From an optimization exercise on the open Yosys and OpenROAD flow, aimed at small area, a short achievable clock period and few clock cycles per item; shortcuts taken in it are not production practice. In this exercise RTL edits were held to simulation tests only and were not proved equivalent to the original.

the baseline:
// emusc_env
module emusc_env (
    input  logic        clk,
    input  logic        rst,
    input  logic        cmd_valid,
    output logic        cmd_ready,
    input  logic [2:0]  cmd_op,
    input  logic [23:0] cmd_ta,
    input  logic [23:0] cmd_th,
    input  logic [23:0] cmd_td,
    input  logic [23:0] cmd_tr,
    input  logic [31:0] cmd_sus,
    output logic        rsp_valid,
    output logic [31:0] rsp_level,
    output logic [2:0]  rsp_phase
);
    localparam logic [2:0] PH_ATTACK  = 3'd0;
    localparam logic [2:0] PH_HOLD    = 3'd1;
    localparam logic [2:0] PH_DECAY   = 3'd2;
    localparam logic [2:0] PH_SUSTAIN = 3'd3;
    localparam logic [2:0] PH_RELEASE = 3'd4;
    localparam logic [2:0] PH_DONE    = 3'd5;
    localparam logic [2:0] PH_FREE    = 3'd7;
    localparam logic [2:0] OP_START   = 3'd0;
    localparam logic [2:0] OP_TICK    = 3'd1;
    localparam logic [2:0] OP_RELEASE = 3'd2;
    localparam logic [2:0] OP_KILL    = 3'd3;
    localparam logic [2:0] OP_SEEK    = 3'd4;
    localparam logic [2:0] K_ZERO = 3'd0;    
    localparam logic [2:0] K_ONE  = 3'd1;    
    localparam logic [2:0] K_X    = 3'd2;    
    localparam logic [2:0] K_DEC  = 3'd3;    
    localparam logic [2:0] K_SUS  = 3'd4;    
    localparam logic [2:0] K_REL  = 3'd5;    
    localparam logic [2:0] K_RL   = 3'd6;    
    localparam logic [30:0] F_ONE = 31'h3F80_0000;
    logic [2:0]  phase_r;        
  ...
Size: about 9500 cells after synthesis, roughly 71000 um^2 of cells after synthesis.
==> module env_div, before the edit <==
module env_div #(
    parameter int NA = 5,            
    parameter int NB = 5             
) (
    input  logic        clk,
    input  logic [23:0] c,
    input  logic [23:0] nd_a,        
    input  logic [23:0] nd_b,
    input  logic [4:0]  lzd_b,       
    input  logic [23:0] nd_c,
    output logic [30:0] q            
);
    localparam int NC = 13 - NA - NB;
    logic [4:0]  lzc;
    logic [23:0] nc;
    logic        ge;
    logic [28:0] d1a, d2a;
    logic [6:0]  m2a, m1a, m0a, mm1a;
    logic [28:0] sa [NA+1];
    logic [28:0] ca [NA+1];
    logic [2*NA-1:0] pa, ma;
    always_comb begin
        lzc = 5'd0;
        for (int i = 0; i < 24; i++)
            if (c[i]) lzc = 5'(23 - i);
        nc = c << lzc;
        ge = nc >= nd_a;
    end
    assign d1a   = {3'b000, nd_a, 2'b00};
    assign d2a   = {2'b00, nd_a, 3'b000};
    assign sa[0] = ge ? {5'd0, nc} : {4'd0, nc, 1'b0};
    assign ca[0] = 29'd0;
    env_srt_sel u_sel_a (.i(nd_a[22:20]), .m2(m2a), .m1(m1a), .m0(m0a), .mm1(mm1a));
    for (genvar i = 0; i < NA; i++) begin : g_a
        env_srt4_step u_step (
            .s_in(sa[i]), .c_in(ca[i]), .d1(d1a), .d2(d2a),
            .m2(m2a), .m1(m1a), .m0(m0a), .mm1(mm1a),
            .s_out(sa[i+1]), .c_out(ca[i+1]),
            .qp(pa[2*(NA-1-i) +: 2]), .qm(ma[2*(NA-1-i) +: 2])
        );
    end
    logic [28:0]     s_b, c_b;
    logic [2*NA-1:0] p_b, m_b;
    logic [4:0]      lzc_b;
    logic            ge_b;
    always_ff @(posedge clk) begin
        s_b   <= sa[NA];
        c_b   <= ca[NA];
        p_b   <= pa;
        m_b   <= ma;
        lzc_b <= lzc;
        ge_b  <= ge;
    end
    logic [28:0] d1b, d2b;
    logic [6:0]  m2b, m1b, m0b, mm1b;
    logic [28:0] sb [NB+1];
    logic [28:0] cb [NB+1];
    logic [2*NB-1:0] pb, mb;
    assign d1b   = {3'b000, nd_b, 2'b00};
    assign d2b   = {2'b00, nd_b, 3'b000};
    assign sb[0] = s_b;
    assign cb[0] = c_b;
    env_srt_sel u_sel_b (.i(nd_b[22:20]), .m2(m2b), .m1(m1b), .m0(m0b), .mm1(mm1b));
    for (genvar i = 0; i < NB; i++) begin : g_b
        env_srt4_step u_step (
            .s_in(sb[i]), .c_in(cb[i]), .d1(d1b), .d2(d2b),
            .m2(m2b), .m1(m1b), .m0(m0b), .mm1(mm1b),
            .s_out(sb[i+1]), .c_out(cb[i+1]),
            .qp(pb[2*(NB-1-i) +: 2]), .qm(mb[2*(NB-1-i) +: 2])
        );
    end
    logic [28:0]          s_c, c_c;
    logic [2*(NA+NB)-1:0] p_c, m_c;
    logic [7:0]           e_c;
    always_ff @(posedge clk) begin
        s_c <= sb[NB];
        c_c <= cb[NB];
        p_c <= {p_b, pb};
        m_c <= {m_b, mb};
        e_c <= 8'd126 + {3'd0, lzd_b} - {3'd0, lzc_b} + {7'd0, ge_b};
    end
    logic [28:0] d1c, d2c;
    logic [6:0]  m2c, m1c, m0c, mm1c;
    logic [28:0] sc [NC+1];
    logic [28:0] cc [NC+1];
    logic [2*NC-1:0] pc, mc;
    assign d1c   = {3'b000, nd_c, 2'b00};
    assign d2c   = {2'b00, nd_c, 3'b000};
    assign sc[0] = s_c;
    assign cc[0] = c_c;
    env_srt_sel u_sel_c (.i(nd_c[22:20]), .m2(m2c), .m1(m1c), .m0(m0c), .mm1(mm1c));
    for (genvar i = 0; i < NC; i++) begin : g_c
        env_srt4_step u_step (
            .s_in(sc[i]), .c_in(cc[i]), .d1(d1c), .d2(d2c),
            .m2(m2c), .m1(m1c), .m0(m0c), .mm1(mm1c),
            .s_out(sc[i+1]), .c_out(cc[i+1]),
            .qp(pc[2*(NC-1-i) +: 2]), .qm(mc[2*(NC-1-i) +: 2])
        );
    end
    logic [28:0] w, sf, cf;
    logic        neg, zero, sticky, round_up;
    logic [25:0] r;
    logic [24:0] mant;
    always_comb begin
        sf   = sc[NC];
        cf   = cc[NC];
        w    = sf + cf;
        neg  = w[28];
        zero = ~(sf[0] ^ cf[0]);
        for (int k = 1; k < 29; k++)
            zero = zero & ((sf[k] ^ cf[k]) == (sf[k-1] | cf[k-1]));
        sticky = ~zero;                      
        r        = {p_c, pc} - {m_c, mc};    
        round_up = ~neg & r[0] & (sticky | r[1]);
        mant     = {1'b0, r[24:1]} + {24'd0, round_up};
        q        = {e_c + {7'd0, mant[24]}, mant[22:0]};
    end
endmodule
make LEC_CHECK=0 ABC_AREA=1 CAP_MARGIN=20 CORE_MARGIN=2 CORE_UTILIZATION=40 SLEW_MARGIN=20 finish   # period 130.0 ns
run.sh (not shown) runs the stock make flow with config.mk's settings and CLKGATE_MAP_FILE= SYNTH_SCRIPT=/design/flow/synth_recipe.tcl, a recipe that flattens the netlist after the stock synthesis.
The baseline: full flow OK, the timing, DRC and antenna checks passed
Testbench counts of the baseline, summed over its fixed seeds: cycles 24,040, items 24,000.
[inputs] the candidate vs the baseline
diff --git a/flow/design.v b/flow/design.v
--- a/flow/design.v
+++ b/flow/design.v
@@ -149,29 +149,26 @@
             .s_in(sc[i]), .c_in(cc[i]), .d1(d1c), .d2(d2c),
             .m2(m2c), .m1(m1c), .m0(m0c), .mm1(mm1c),
             .s_out(sc[i+1]), .c_out(cc[i+1]),
             .qp(pc[2*(NC-1-i) +: 2]), .qm(mc[2*(NC-1-i) +: 2])
         );
     end
-    logic [28:0] w, sf, cf;
-    logic        neg, zero, sticky, round_up;
-    logic [25:0] r;
+    logic [28:0] w;
+    logic        neg, sticky, round_up;
+    logic [26:0] qs;
+    logic [24:0] qq;
     logic [24:0] mant;
     always_comb begin
-        sf   = sc[NC];
-        cf   = cc[NC];
-        w    = sf + cf;
-        neg  = w[28];
-        zero = ~(sf[0] ^ cf[0]);
-        for (int k = 1; k < 29; k++)
-            zero = zero & ((sf[k] ^ cf[k]) == (sf[k-1] | cf[k-1]));
-        sticky = ~zero;                      
-        r        = {p_c, pc} - {m_c, mc};    
-        round_up = ~neg & r[0] & (sticky | r[1]);
-        mant     = {1'b0, r[24:1]} + {24'd0, round_up};
-        q        = {e_c + {7'd0, mant[24]}, mant[22:0]};
+        w      = sc[NC] + cc[NC];
+        neg    = w[28];
+        sticky = (w != 29'd0);               
+        qs     = {p_c, pc, 1'b1} + {~m_c, ~mc, ~neg};   
+        qq     = qs[25:1];                   
+        round_up = qq[0] & (sticky | qq[1]);
+        mant   = {1'b0, qq[24:1]} + {24'd0, round_up};
+        q      = {e_c + {7'd0, mant[24]}, mant[22:0]};
     end
 endmodule
 module env_mul24 (
     input  logic [23:0] a,
     input  logic [23:0] b,
     output logic [47:0] p
Findings:
Of the candidate and the baseline, it is the candidate that has the lower slack of the worst reg-to-reg path.
| worst relative slew slack | higher: the candidate |
Compared the baseline against the candidate; number of filler instances in the final layout within noise.
Compared with the baseline, the candidate instantiates a smaller number of standard cells.
Going from the baseline to the candidate, clock-buffer cell count now sits lower, peak per-stage delay on the critical path moved up.
The baseline ended up with cmd_op[2] as its worst setup path startpoint; the candidate ended up with nd_2[22].
Testbench counts of the candidate, summed over its fixed seeds: cycles 24,040, items 24,000.

-- afterwards: timing with drivers on the ports --
Ports are ideal in the flow. The routed layouts listed here were re-timed in OpenROAD.
Step 1 sets driving cells, clkbuf_16 on the clock port and buf_2 on the other inputs (assumed; they add their load-dependent delay and slew).
Step 2 moves the port delays by t, midway between the first and last clock arrival at a register: inputs arrive t later, outputs are due t later. That takes back most of the time a late clock gives input paths.
a / b / c = ideal ports / drivers / drivers and shift; a / b = the first two.
| run | t (ns) | setup WS [ns] | slew at the worst register clock pin (ns) |
|---|---|---|---|
| the baseline | 0.748 | 101.588 / 101.647 / 100.899 | 0.07 / 0.07 |
| the candidate | 0.738 | 102.366 / 102.366 / 101.702 | 0.07 / 0.07 |
After both steps every run listed still meets setup and hold. For the baseline, which loses most, drivers alone change the setup slack by +0.059 ns; drivers and shift together by -0.689 ns.
